This is an optimization exercise on Yosys and OpenROAD, whose aim is small area, a short achievable clock period and few clock cycles, not a production implementation. Only simulation tests tie the RTL to the original design; equivalence was not proved.

==> flow/design.v (outline; a module is shown in full before it is edited, if it fits) <==
// module lz4crc: 819 lines
module lz4crc (
    input  wire        clk,
    input  wire        rst,             
    input  wire        cmd_valid,
    output wire        cmd_ready,
    input  wire [7:0]  cmd_op,
    input  wire [31:0] cmd_src,
    input  wire [31:0] cmd_len,
    input  wire [31:0] cmd_dst,
    input  wire [31:0] cmd_cap,
    output reg         done,
    output reg  [7:0]  status,
    output reg  [31:0] result,
    output wire        mem_req,
    output wire        mem_we,
    output wire [29:0] mem_addr,
    output wire [3:0]  mem_wstrb,
    output wire [31:0] mem_wdata,
    input  wire        mem_gnt,
    input  wire        mem_rvalid,
    input  wire [31:0] mem_rdata
);
  // ...
==> flow/run.sh <==
#!/bin/bash
# synth_recipe.tcl (not shown) runs the flow's synth.tcl, then flattens the netlist and writes it again
# the make line also repeats each setting of config.mk as NAME=value (left out here)
make -C /OpenROAD-flow-scripts/flow DESIGN_CONFIG=/design/flow/config.mk WORK_HOME=/design/flow/orfs CLKGATE_MAP_FILE= SYNTH_SCRIPT=/design/flow/synth_recipe.tcl finish
==> flow/config.mk <==
export PLATFORM = sky130hd
export DESIGN_NAME = lz4crc
export DESIGN_NICKNAME = lz4crc
export VERILOG_FILES = /design/flow/design.v
export SDC_FILE = /design/flow/constraint.sdc
export NUM_CORES = 4
export LEC_CHECK = 0
export CAP_MARGIN = 20
export CORE_MARGIN = 2
export CORE_UTILIZATION = 40
export SETUP_SLACK_MARGIN = 2.5
export SLEW_MARGIN = 20
==> flow/constraint.sdc <==
create_clock -name core_clock -period 8.0 [get_ports {clk}]
set_input_delay 1.6000 -clock core_clock [delete_from_list [all_inputs] [get_ports {clk}]]
set_output_delay 1.6000 -clock core_clock [all_outputs]
set_load 0.01 [all_outputs]
==> results.cfg, run 1 <==
[cts]
cts_setup_buffers = 137
htreeDepth = 2
path_clk_slew_ps = 70
cts_tree = built

[drt]
num_vias = 43400
dr_wl_met2_um = 86000
drc = 0
routedWlPerCell_um = 29.1
first_pass_iters = 8
drtAntennaViolNets = 0

[cells_and_area]
nonClkBufAreaFrac_pct = 10.9
multi_input_area_share_pct = 57.2
dominant_cells = multi-input combinational cells
largest_register_ff_count = 33
n_antenna_cell = 3

[sta]
hold_violations = 0
tightestPinTransition_ps = 1170
final_max_slew_viol_count = 0
timing.fmax_ghz = 0.176

[logic_synthesis]
synth_top_cell_area_share_pct = 25.4
yosysSeqAreaShare_pct = 28.0
synth_fa_ha_area_share_pct = 9.00
yosys_register_bits = 419
synth_edf_count = 364
synth_nets = 5454

[outcome]
status = timing/DRC/antenna clean

[critical_path]
cp.depth = 22
crit_start = pos[1]

[floorplan]
core_area_sq_um = 107000
fp.dieH_um = 332
start_util_pct = 40.2

[grt]
antenna_found_initial = 9

[place]
placed_cells = 6536
port_buffers = 282
post_dp_cell_area_sq_um = 47500
Testbench counts, summed over its fixed seeds: cycles 72,177.
==> run 2: changes to the inputs <==
--- a/flow/config.mk
+++ b/flow/config.mk
@@ -10,3 +10,3 @@
 export CORE_UTILIZATION = 40
-export SETUP_SLACK_MARGIN = 2.5
+export SETUP_SLACK_MARGIN = 2.25
 export SLEW_MARGIN = 20
==> run 2 against run 1 <==
Against the previous run: still clean; die area unchanged; wire length fell by 3.5%; area after synthesis is the same; setup slack got worse by 8.1 ps; synthesized cell count unchanged; cell area fell by 3.3%; register-to-register slack improved by 60 ps; via count decreased by 2.2%; critical path type is now flip-flop to output port; non-clock buffer count decreased by 122.
==> results.cfg, run 2 <==
[sta]
relSlewSlack_pct = 20.0
timing.hold.ws_ps = 462
timing.fmax_ghz = 0.176
fin_crit_sh_pct = 71.1
finalSetupViolCount = 0
final.setup.worst_slack_ps = 2310
period_needed_ps = 5690
fin_tns_setup_ps = 0
final_max_slew_viol_count = 0
hold_violations = 0
grt_setup_unrepaired = yes
tightestPinTransition_ps = 1170
fin_skew_ps = 41.9

[logic_synthesis]
yosys-top-cells-count = 573 x nand2_1, 372 x o21ai_0, 364 x edfxtp_1
yosysUniqueCellTypes = 128
yosysSeqAreaShare_pct = 28.0
yosys.area.top_type = edfxtp_1
netlist_instances = 4978
syn_area_per_cell_sq_um = 8.64
syn_area_sq_um = 43000
yosys_warnings = 1
synthTopCellsByArea = edfxtp_1 25%, ha_1 8.6%, xnor2_1 7.2%
synthFlopType = edfxtp_1
synth_top_cell_area_share_pct = 25.4
synth_edf_count = 364
async_flop_share_pct = 0
yosys_register_bits = 419
synth_most_common_cell = nand2_1
synth_nets = 5454

[cells_and_area]
final_common_cell = nand2_1
nNetsFinal = 5756
syn2layout_area_growth_pct = 19.4
regMostFlops = acc
largest_register_ff_count = 33
stdcell_count = 6728
n_antenna_cell = 0
drive_gt1_share_pct = 13.3
mostFrequentLayoutCells = 560 x nand2_1, 364 x edfxtp_1, 350 x o21ai_0, 349 x xnor2_1, 318 x nor2_1

[place]
placed_cells = 6514
post-place-ws_ps = 1030
port_buffers = 282
globalplace.congestion = 1.03
hpwl_um = 146000

[drt]
first_pass_iters = 6
drtAntennaViolNets = 0
drc = 0
num_vias = 42400
routed_wl_um = 193000
via_per_inst = 6.30
drtIter0Drc = 5334
routedWlPerCell_um = 28.7

[cts]
cts_tree = built
cts.sink_count = 419
cts_hold_buf = 0
cts_buffer_depth = 3
root_buffer = clkbuf_16
htreeDepth = 2
path_clk_slew_ps = 70
cts_buffers = 55
clock_latency_ps = 700

[critical_path]
rr_worst_depth = 18
arrival_ps = 4090
crit_start = offset[1]
crit_path_end = mem_wdata[11]
endpoint_kind = output port
crit_type = flip-flop to output port
cp-start-kind = flip-flop
rr_startpoint = az
crit_required_ps = 6400
r2r_slack_ps = 2380
crit_fanout = 8
rr_endpoint = result[27]

[hold_path]
holdPathStages = 1
worstHoldPathType = flip-flop to flip-flop

[grt]
antenna_found_initial = 1
grt_max_degree = 125
grtUsageTotal_pct = 33.7
use_met3_pct = 6.84
top_usage_layer = met2
grt_use_met1_pct = 45.6
grt_overflow = 0
grt_pass1_wl_um = 277000
grt_pass1_vias = 39500
grt_util_met2_pct = 51.6

[outcome]
status = timing/DRC/antenna clean

[floorplan]
io_pins = 283
start_util_pct = 40.2
die_area_sq_um = 110000
rows = 120
fp.dieH_um = 332
die_x_um = 332
core_area_sq_um = 107000

[run]
maxCapViolCount = 0
## run 2: cell counts after synthesis
Identical to the previous run, type by type.
## run 2: cells by family (layout without fill, tap and decap cells)
family	Yosys count	in the layout	synth area share [%]
flip-flops	419	419	28.0
adder cells (fa/ha/maj)	304	304	9.00
XOR/XNOR	501	501	11.0
multiplexers	292	292	8.45
buffers and inverters	557	901	5.49
AO/OA/AOI/OAI	1361	1362	20.9
AND/OR/NAND/NOR	1544	1546	17.3
## run 2: how the worst min path moves through the flow
| stage | from | endpoint | slack (ps) |
|---|---|---|---|
| CTS | status[6] | status[6] | 460 |
| global route | status[7] | status[7] | 480 |
| global placement | status[7] | status[7] | 440 |
| finish | status[6] | status[6] | 460 |
| detailed placement | status[2] | status[2] | 450 |
| floorplan | status[1] | status[1] | 500 |
## run 2: per-stage QoR
stage               area [sq um]  util, %
detailed placement         47400     44.3
global route               51300     48.0
CTS                        50400     47.2
floorplan                  43100        -
finish                     51300     48.0
global placement           47400     44.3
## run 2: layout make-up
| class | instances | area [sq um] |
|---|---|---|
| clock buffers | 64 | 1460 |
| clock inverters | 38 | 367 |
| fillers | 10300 | 55600 |
| inverters | 306 | 1180 |
| multi-input cells | 4005 | 29800 |
| flip-flops and latches | 419 | 12100 |
| well taps | 1403 | 1760 |
| repair buffers | 492 | 4680 |
| repair inverters | 1 | 11.3 |
## run 2: metal layers
layer	vias up	routed length [um]
met3	487	19700
met5	-	13
li1	18900	-
met1	20600	79300
met2	2480	83000
met4	2	10900
## run 2: critical path: stages, from the launching register on
cell             delay [ps]
edfxtp_1                660
nor2_2                  420
and2_1                  220
nor2_1                  180
or2_2                   320
a21boi_1                210
buf_4                   260
mux4_2                  610
clkdlybuf4s50_1         520
## run 2: what timing repair did
| item | CTS | global route |
|---|---|---|
| gates cloned | 5 | 1 |
| buffers inserted | 72 | 34 |
| pin swaps | 22 | 39 |
| gates resized for setup | 186 | 132 |
| endpoints found under the setup margin | 345 | 272 |

## static timing again, ports no longer ideal
The flow's constraints put no driver on any port. The routed layouts listed below were extracted and timed again, unchanged, in two steps. Step 1, drivers: a clkbuf_16 drives clk and a buf_2 each remaining input, both assumed. Step 2, shift: input delay + t, output delay - t, t = (earliest + latest rising clock arrival at the registers) / 2. This alone moves slack from input paths to output paths. Three values: ideal ports, drivers, drivers and shift; two values: the first two.
run	t (ns)	setup WS [ns]	worst setup path after step 2	worst register clock-pin slew, ns
run 1	0.742	2.322 / 2.322 / 2.322	register to register	0.07 / 0.07
run 2	0.758	2.314 / 2.238 / 2.377	register to register	0.07 / 0.07
After both steps setup and hold are still met in every run listed.
